This is an optimization exercise on Yosys and OpenROAD, whose aim is small area, a short achievable clock period and few clock cycles per item, not a production implementation.
In this exercise RTL edits were held to simulation tests only and were not proved equivalent to the original.
Power figures rest on the tool's default switching activity, not on a simulated workload.

Design ubc_codec, start of the top module:
module ubc_codec (
    input  wire        clk,
    input  wire        rst,
    input  wire        enc_start,
    input  wire        enc_in_valid,
    input  wire        enc_in_end,
    input  wire [7:0]  enc_in_data,
    output wire        enc_in_ready,
    output wire        enc_out_valid,
    output wire [20:0] enc_out_data,
    input  wire        enc_out_ready,
    output wire [1:0]  enc_phase,
    output wire [31:0] enc_in_count,
    output wire [31:0] enc_out_count,
    input  wire        dec_start,
    input  wire        dec_mode,
    input  wire        dec_in_valid,
    input  wire        dec_in_end,
    input  wire [20:0] dec_in_data,
    output wire        dec_in_ready,
    output wire        dec_out_valid,
    output wire [7:0]  dec_out_data,
    input  wire        dec_out_ready,
    output wire [1:0]  dec_phase,
    output wire [31:0] dec_idx,
    output wire [31:0] dec_out_count,
    output wire [1:0]  dec_err_kind,
    output wire [31:0] dec_err_idx,
    output wire [6:0]  dec_err_sel
);
Size in the first run: ~1400 cells after synthesis, roughly 290 flip-flops, ~14000 µm² of cells after synthesis.
Settings: LEC_CHECK=0, ABC_CLOCK_PERIOD_IN_PS=2800, CAP_MARGIN=20, CORE_MARGIN=2, CORE_UTILIZATION=40, CTS_BUF_LIST=sky130_fd_sc_hd__clkbuf_8, CTS_CLUSTER_DIAMETER=50, CTS_CLUSTER_SIZE=16, SETUP_SLACK_MARGIN=3.4, SLEW_MARGIN=20; clock period 6.0 ns.
standard.sh (not shown) runs the stock make flow with config.mk's settings and CLKGATE_MAP_FILE= SYNTH_SCRIPT=/design/flow/synth_recipe.tcl, a recipe that flattens the netlist after the stock synthesis.
==> flow/flow/run.sh <==
#!/bin/bash
# Standard layout, with plain buf_1 cells as the port buffers.
set -euo pipefail
export BUFFER_PORTS_ARGS="-buffer_cell sky130_fd_sc_hd__buf_1"
bash standard.sh > standard_flow.log 2>&1
Testbench counts at the start, summed over its fixed seeds: cycles 35,192, items 65,871.
Next try:
--- a/flow/config.mk
+++ b/flow/config.mk
@@ -7,3 +7,3 @@
 export LEC_CHECK = 0
-export ABC_CLOCK_PERIOD_IN_PS = 2800
+export ABC_AREA = 1
 export CAP_MARGIN = 20
@@ -14,3 +14,3 @@
 export CTS_CLUSTER_SIZE = 16
-export SETUP_SLACK_MARGIN = 3.4
+export SETUP_SLACK_MARGIN = 3.5
 export SLEW_MARGIN = 20
Die area is higher by a few percent.
Worst setup slack gets better by 0.0054 ns.
Via count rose by about a fifth.
Sequential share of layout area shrinks by 2.0 points.
Combinational power went up by a quarter to a third.
Sequential power hardly moves.
Cell area rises by a few percent.
Power came out higher slightly.
Count of clock-buffer cells in the layout goes down by 1.
Cell count came out higher by about a fifth.
Next try:
--- a/flow/config.mk
+++ b/flow/config.mk
@@ -7,3 +7,3 @@
 export LEC_CHECK = 0
-export ABC_AREA = 1
+export ABC_CLOCK_PERIOD_IN_PS = 2500
 export CAP_MARGIN = 20
@@ -14,3 +14,3 @@
 export CTS_CLUSTER_SIZE = 16
-export SETUP_SLACK_MARGIN = 3.5
+export SETUP_SLACK_MARGIN = 3.2
 export SLEW_MARGIN = 20
Result: Power goes down by about 3.4%; count of clock-buffer cells in the layout falls by 2; sequential power stays flat; final area is lower by about 5%.

* * *

job 2513:
ubc_codec, a different RTL version from the one above (not shown whole).
Size: about 290 flip-flops, roughly 250 I/O pins, about 14000 µm² of cells after synthesis.
// ubc_codec
module ubc_codec (
    input  wire        clk,
    input  wire        rst,
    input  wire        enc_start,
    input  wire        enc_in_valid,
    input  wire        enc_in_end,
    input  wire [7:0]  enc_in_data,
    output wire        enc_in_ready,
    output wire        enc_out_valid,
    output wire [20:0] enc_out_data,
    input  wire        enc_out_ready,
    output wire [1:0]  enc_phase,
    output wire [31:0] enc_in_count,
    output wire [31:0] enc_out_count,
    input  wire        dec_start,
    input  wire        dec_mode,
    input  wire        dec_in_valid,
    input  wire        dec_in_end,
    input  wire [20:0] dec_in_data,
    output wire        dec_in_ready,
    output wire        dec_out_valid,
    output wire [7:0]  dec_out_data,
    input  wire        dec_out_ready,
    output wire [1:0]  dec_phase,
    output wire [31:0] dec_idx,
    output wire [31:0] dec_out_count,
    output wire [1:0]  dec_err_kind,
    output wire [31:0] dec_err_idx,
  ...
==> flow/config.mk <==
export PLATFORM = sky130hd
export DESIGN_NAME = ubc_codec
export DESIGN_NICKNAME = ubc_codec
export VERILOG_FILES = /design/flow/design.v
export SDC_FILE = /design/flow/constraint.sdc
export NUM_CORES = 4
export LEC_CHECK = 0
export ABC_CLOCK_PERIOD_IN_PS = 2400
export CAP_MARGIN = 0
export CORE_MARGIN = 2
export CORE_UTILIZATION = 40
export CTS_BUF_LIST = sky130_fd_sc_hd__clkbuf_8
export CTS_CLUSTER_DIAMETER = 50
export CTS_CLUSTER_SIZE = 16
export PLACE_DENSITY = 0.7
export SETUP_SLACK_MARGIN = 3.7
export SLEW_MARGIN = 0
==> flow/constraint.sdc <==
create_clock -name core_clock -period 6.0 [get_ports {clk}]
set_input_delay 1.2000 -clock core_clock [delete_from_list [all_inputs] [get_ports {clk}]]
set_output_delay 1.2000 -clock core_clock [all_outputs]
set_load 0.01 [all_outputs]
Scripts as last shown in full above: flow/flow/run.sh
Testbench counts of job 2513, summed over its fixed seeds: cycles 35,192, items 65,871.
> inputs changed (job 2513 -> job 5568)
-- flow/config.mk --
<<< job 2513, line 8
export ABC_CLOCK_PERIOD_IN_PS = 2400
export CAP_MARGIN = 0
>>> job 5568, line 8
export ABC_CLOCK_PERIOD_IN_PS = 2500
export CAP_MARGIN = 20
<<< job 2513, line 15
export PLACE_DENSITY = 0.7
export SETUP_SLACK_MARGIN = 3.7
export SLEW_MARGIN = 0
>>> job 5568, line 15
export SETUP_SLACK_MARGIN = 3.4
export SLEW_MARGIN = 20
Results
- Job 5568: PASS, flow complete, no timing, DRC or antenna violations
- Changes observed in job 5568 relative to job 2513: overall power of the completed layout saw an increase; count of endpoints failing setup in the final report was more or less identical; sequential cell count ~0 delta; setup slack at placement moved down; fraction of the core area covered by cells at the end of the flow decreased 8.3 points.
- Comparing register share of total power for job 2513 and job 5568, the bigger number came from job 2513.
- [diff] worst setup slack, job 5568 relative to job 2513: improvement
- [job 5568] final non-filler cell total fell 179 relative to job 2513
- Relative to job 2513, the clock latency on the worst-skew pair of job 5568 is lower by 0.09 ns.
- Routed wire length went down by more than 10% going from job 2513 to job 5568.
- Amount of wire on met2 after detailed routing: job 5568 vs job 2513 down 4.5 mm
--- input diff job 5568..job 774 ---
-- flow/config.mk --
<<< job 5568, line 9
export CAP_MARGIN = 20
>>> job 774, line 9
export CAP_MARGIN = 0
<<< job 5568, line 15
export SETUP_SLACK_MARGIN = 3.4
export SLEW_MARGIN = 20
>>> job 774, line 15
export PLACE_DENSITY = 0.7
export SETUP_SLACK_MARGIN = 3.65
export SLEW_MARGIN = 0
Results
For the part of the power in combinational logic, job 774 came in 0.5 points higher than job 5568 did. From job 5568 to job 774 the numbers moved as follows: period utilization decreased by 0.61 points relative to the old numbers; total power after layout decreased by 0.093 mW relative to the old numbers. Looking at highest ir drop seen on vdd across both flows, job 774 is the stronger of the two, with job 5568 trailing.
For job 1226, these inputs were changed with respect to job 774:
-- flow/config.mk --
<<< job 774, line 15
export PLACE_DENSITY = 0.7
export SETUP_SLACK_MARGIN = 3.65
>>> job 1226, line 15
export PLACE_DENSITY = 0.8
export SETUP_SLACK_MARGIN = 3.6
Findings:
- Looking at fraction of area in clock buffers and inverters, job 1226 sits below job 774.
- Side by side, period utilization turned out higher in job 1226 than in job 774.
- Comparing job 1226 and job 774, the higher maximum fanout along the worst path was measured on job 1226.
- Number of placed instances with taps included of job 774 is on par with job 1226.

* * *

v13:
Another version of the RTL of ubc_codec (not shown whole).
For scale: ~250 I/O pins.
Design ubc_codec, start of the top module:
module ubc_codec (
    input  wire        clk,
    input  wire        rst,
    input  wire        enc_start,
    input  wire        enc_in_valid,
    input  wire        enc_in_end,
    input  wire [7:0]  enc_in_data,
    output wire        enc_in_ready,
    output wire        enc_out_valid,
    output wire [20:0] enc_out_data,
    input  wire        enc_out_ready,
    output wire [1:0]  enc_phase,
    output wire [31:0] enc_in_count,
    output wire [31:0] enc_out_count,
    input  wire        dec_start,
    input  wire        dec_mode,
    input  wire        dec_in_valid,
    input  wire        dec_in_end,
    input  wire [20:0] dec_in_data,
    output wire        dec_in_ready,
    output wire        dec_out_valid,
    output wire [7:0]  dec_out_data,
    input  wire        dec_out_ready,
    output wire [1:0]  dec_phase,
    output wire [31:0] dec_idx,
    output wire [31:0] dec_out_count,
    output wire [1:0]  dec_err_kind,
    output wire [31:0] dec_err_idx,
    output wire [6:0]  dec_err_sel
);
export LEC_CHECK = 0
export ABC_CLOCK_PERIOD_IN_PS = 2500
export CAP_MARGIN = 20
export CORE_MARGIN = 2
export CORE_UTILIZATION = 40
export CTS_BUF_LIST = sky130_fd_sc_hd__clkbuf_8
export CTS_CLUSTER_DIAMETER = 55
export CTS_CLUSTER_SIZE = 18
export SETUP_SLACK_MARGIN = 3.5
export SLEW_MARGIN = 20
create_clock -name core_clock -period 6.0 [get_ports {clk}]
Scripts as last shown in full above: flow/flow/run.sh
v13 went all the way through the flow, and no timing, DRC or antenna check failed.
Testbench counts of v13, summed over its fixed seeds: cycles 35,192, items 65,871.
Inputs modified between v13 and v44:
Settings: swapping 55 for 40 in CTS_CLUSTER_DIAMETER; swapping sky130_fd_sc_hd__clkbuf_8 for sky130_fd_sc_hd__clkbuf_4 in CTS_BUF_LIST; swapping 18 for 10 in CTS_CLUSTER_SIZE.
--- outcome ---
Post-route fraction of the period consumed by the critical path in v44 is 2.2 points above v13. v13 has a lower initial antenna violation count than v44. On area of all placed cells without fillers, v44 does worse than v13. Compared with v13, in v44 via count now sits higher; vertical die dimension held; final cell count shows an increase of about 8%; number of flip-flops and latches about even. v44 ends up with a first-iteration DRC count that is 11% higher than in v13. Detailed-routed wire length on met2 ends up lower on v13. Most frequent standard cell in the layout excluding fill and tap cells: buf_1 -> v13, nor2_1 -> v44.
Modified inputs, v16 compared to v44
Settings: swapping 3.5 for 3.4 in SETUP_SLACK_MARGIN; swapping sky130_fd_sc_hd__clkbuf_4 for sky130_fd_sc_hd__clkbuf_8 in CTS_BUF_LIST; swapping 40 for 50 in CTS_CLUSTER_DIAMETER; swapping 10 for 16 in CTS_CLUSTER_SIZE.
## What came out
v16 finished all stages; the layout is clean.
Between v16 and v44, it is v16 whose buffering overhead is lower, by 10 points.
Clock-buffer cell count ends up lower on v16.
Compared with v44, global-route wire length before repair in v16 decreased by a few percent.
Number of DRC violations after detailed-routing iteration 0 improves in v16 relative to v44.
v16 vs v44: number of instances resized during post-cts repair down
Of v16 and v44, the higher worst hold slack belongs to v44.
Total number of nets in the final design ends up lower on v16.
v16 ends up with a transition time at the pin with the least slew margin that is 57 ps lower than in v44.
Comparing the two runs side by side, v16 comes out ahead of v44 on cell area.
Changes in v29 relative to v16:
Settings: a change of SETUP_SLACK_MARGIN from 3.4 to 3.5; an added GPL_TIMING_DRIVEN of 0.
Findings:
Across v29 and v16, the outcome is the same: a clean finish for every run.
v29 against v16; leakage power is up by a few percent.
v16 → v29: via count up 284; met2 demand-to-capacity share in global routing up 1.2 points; total wire length up 0.95%; global-route usage up 0.51 points.
From v16 to v29 the numbers moved as follows: combinational power share saw an increase; number of inserted filler cells in the final layout went up.
nor3_1 as the cell type of the slowest stage on the worst timing path was reported by v16, and a21boi_2 by v29.
The following lists how v37 was set up differently from v29:
Settings: GPL_TIMING_DRIVEN: 0 -> unset.
==> comparison <==
Every run (v29 and v37) finished clean. Looking at maximum number of pins on one net before global-route repair, v37 sits about 250% higher than v29 does. There was hardly any difference in count of cell types in the netlist between v37 and v29. v37 vs v29: worst supply voltage drop on vdd down by a few percent. In terms of final-layout worst hold slack, v29 and v37 differ only marginally. Against v29, v37 reports a sequential share of layout area that is higher.

## port drivers added, routing unchanged
No port has a modelled driver above. Below, the same layouts with a new extraction and two added sets of constraints.
Step 1 sets driving cells, clkbuf_16 on the clock port and buf_2 on the other inputs (assumed; they add their load-dependent delay and slew).
Step 2 times the ports against the registers' clock, not the clock port: input delays grow and output delays shrink by t, the midpoint of the rising clock arrivals with the driver on.
a / b / c = no drivers / after step 1 / after step 2; a / b = the first two.
| run | t (ns) | slack for setup (ns) | worst hold slack (ns) | slew at the worst register clock pin (ns) | cell pins on the clock port's net |
|---|---|---|---|---|---|
| the first run of note 1 | 0.583 | 3.540 / 3.480 / 2.897 | 0.461 / 0.461 / 0.461 | 0.10 / 0.10 | 1 |
| the second run of note 1 | 0.629 | 3.546 / 3.496 / 2.921 | 0.470 / 0.470 / 0.470 | 0.09 / 0.09 | 1 |
| the third run of note 1 | 0.597 | 3.382 / 3.382 / 2.818 | 0.464 / 0.464 / 0.464 | 0.09 / 0.09 | 1 |
| job 2513 | 0.667 | 3.570 / 3.521 / 3.173 | 0.477 / 0.477 / 0.477 | 0.11 / 0.11 | 1 |
| job 5568 | 0.578 | 3.574 / 3.538 / 3.016 | 0.474 / 0.474 / 0.474 | 0.09 / 0.09 | 1 |
| job 774 | 0.593 | 3.611 / 3.566 / 3.145 | 0.478 / 0.478 / 0.478 | 0.10 / 0.10 | 1 |
| job 1226 | 0.659 | 3.575 / 3.532 / 3.077 | 0.472 / 0.472 / 0.472 | 0.10 / 0.10 | 1 |
| v13 | 0.649 | 3.550 / 3.506 / 2.972 | 0.460 / 0.460 / 0.460 | 0.11 / 0.11 | 1 |
| v44 | 0.778 | 3.420 / 3.377 / 2.834 | 0.466 / 0.466 / 0.466 | 0.11 / 0.11 | 1 |
| v16 | 0.579 | 3.552 / 3.514 / 2.995 | 0.456 / 0.456 / 0.456 | 0.09 / 0.09 | 1 |
| v29 | 0.577 | 3.554 / 3.528 / 2.998 | 0.458 / 0.458 / 0.458 | 0.10 / 0.10 | 1 |
| v37 | 0.621 | 3.568 / 3.522 / 3.025 | 0.460 / 0.460 / 0.460 | 0.10 / 0.10 | 1 |
After both steps every run listed still meets setup and hold. For the first run of note 1, which loses most, drivers alone change the setup slack by -0.060 ns; drivers and shift together by -0.643 ns.
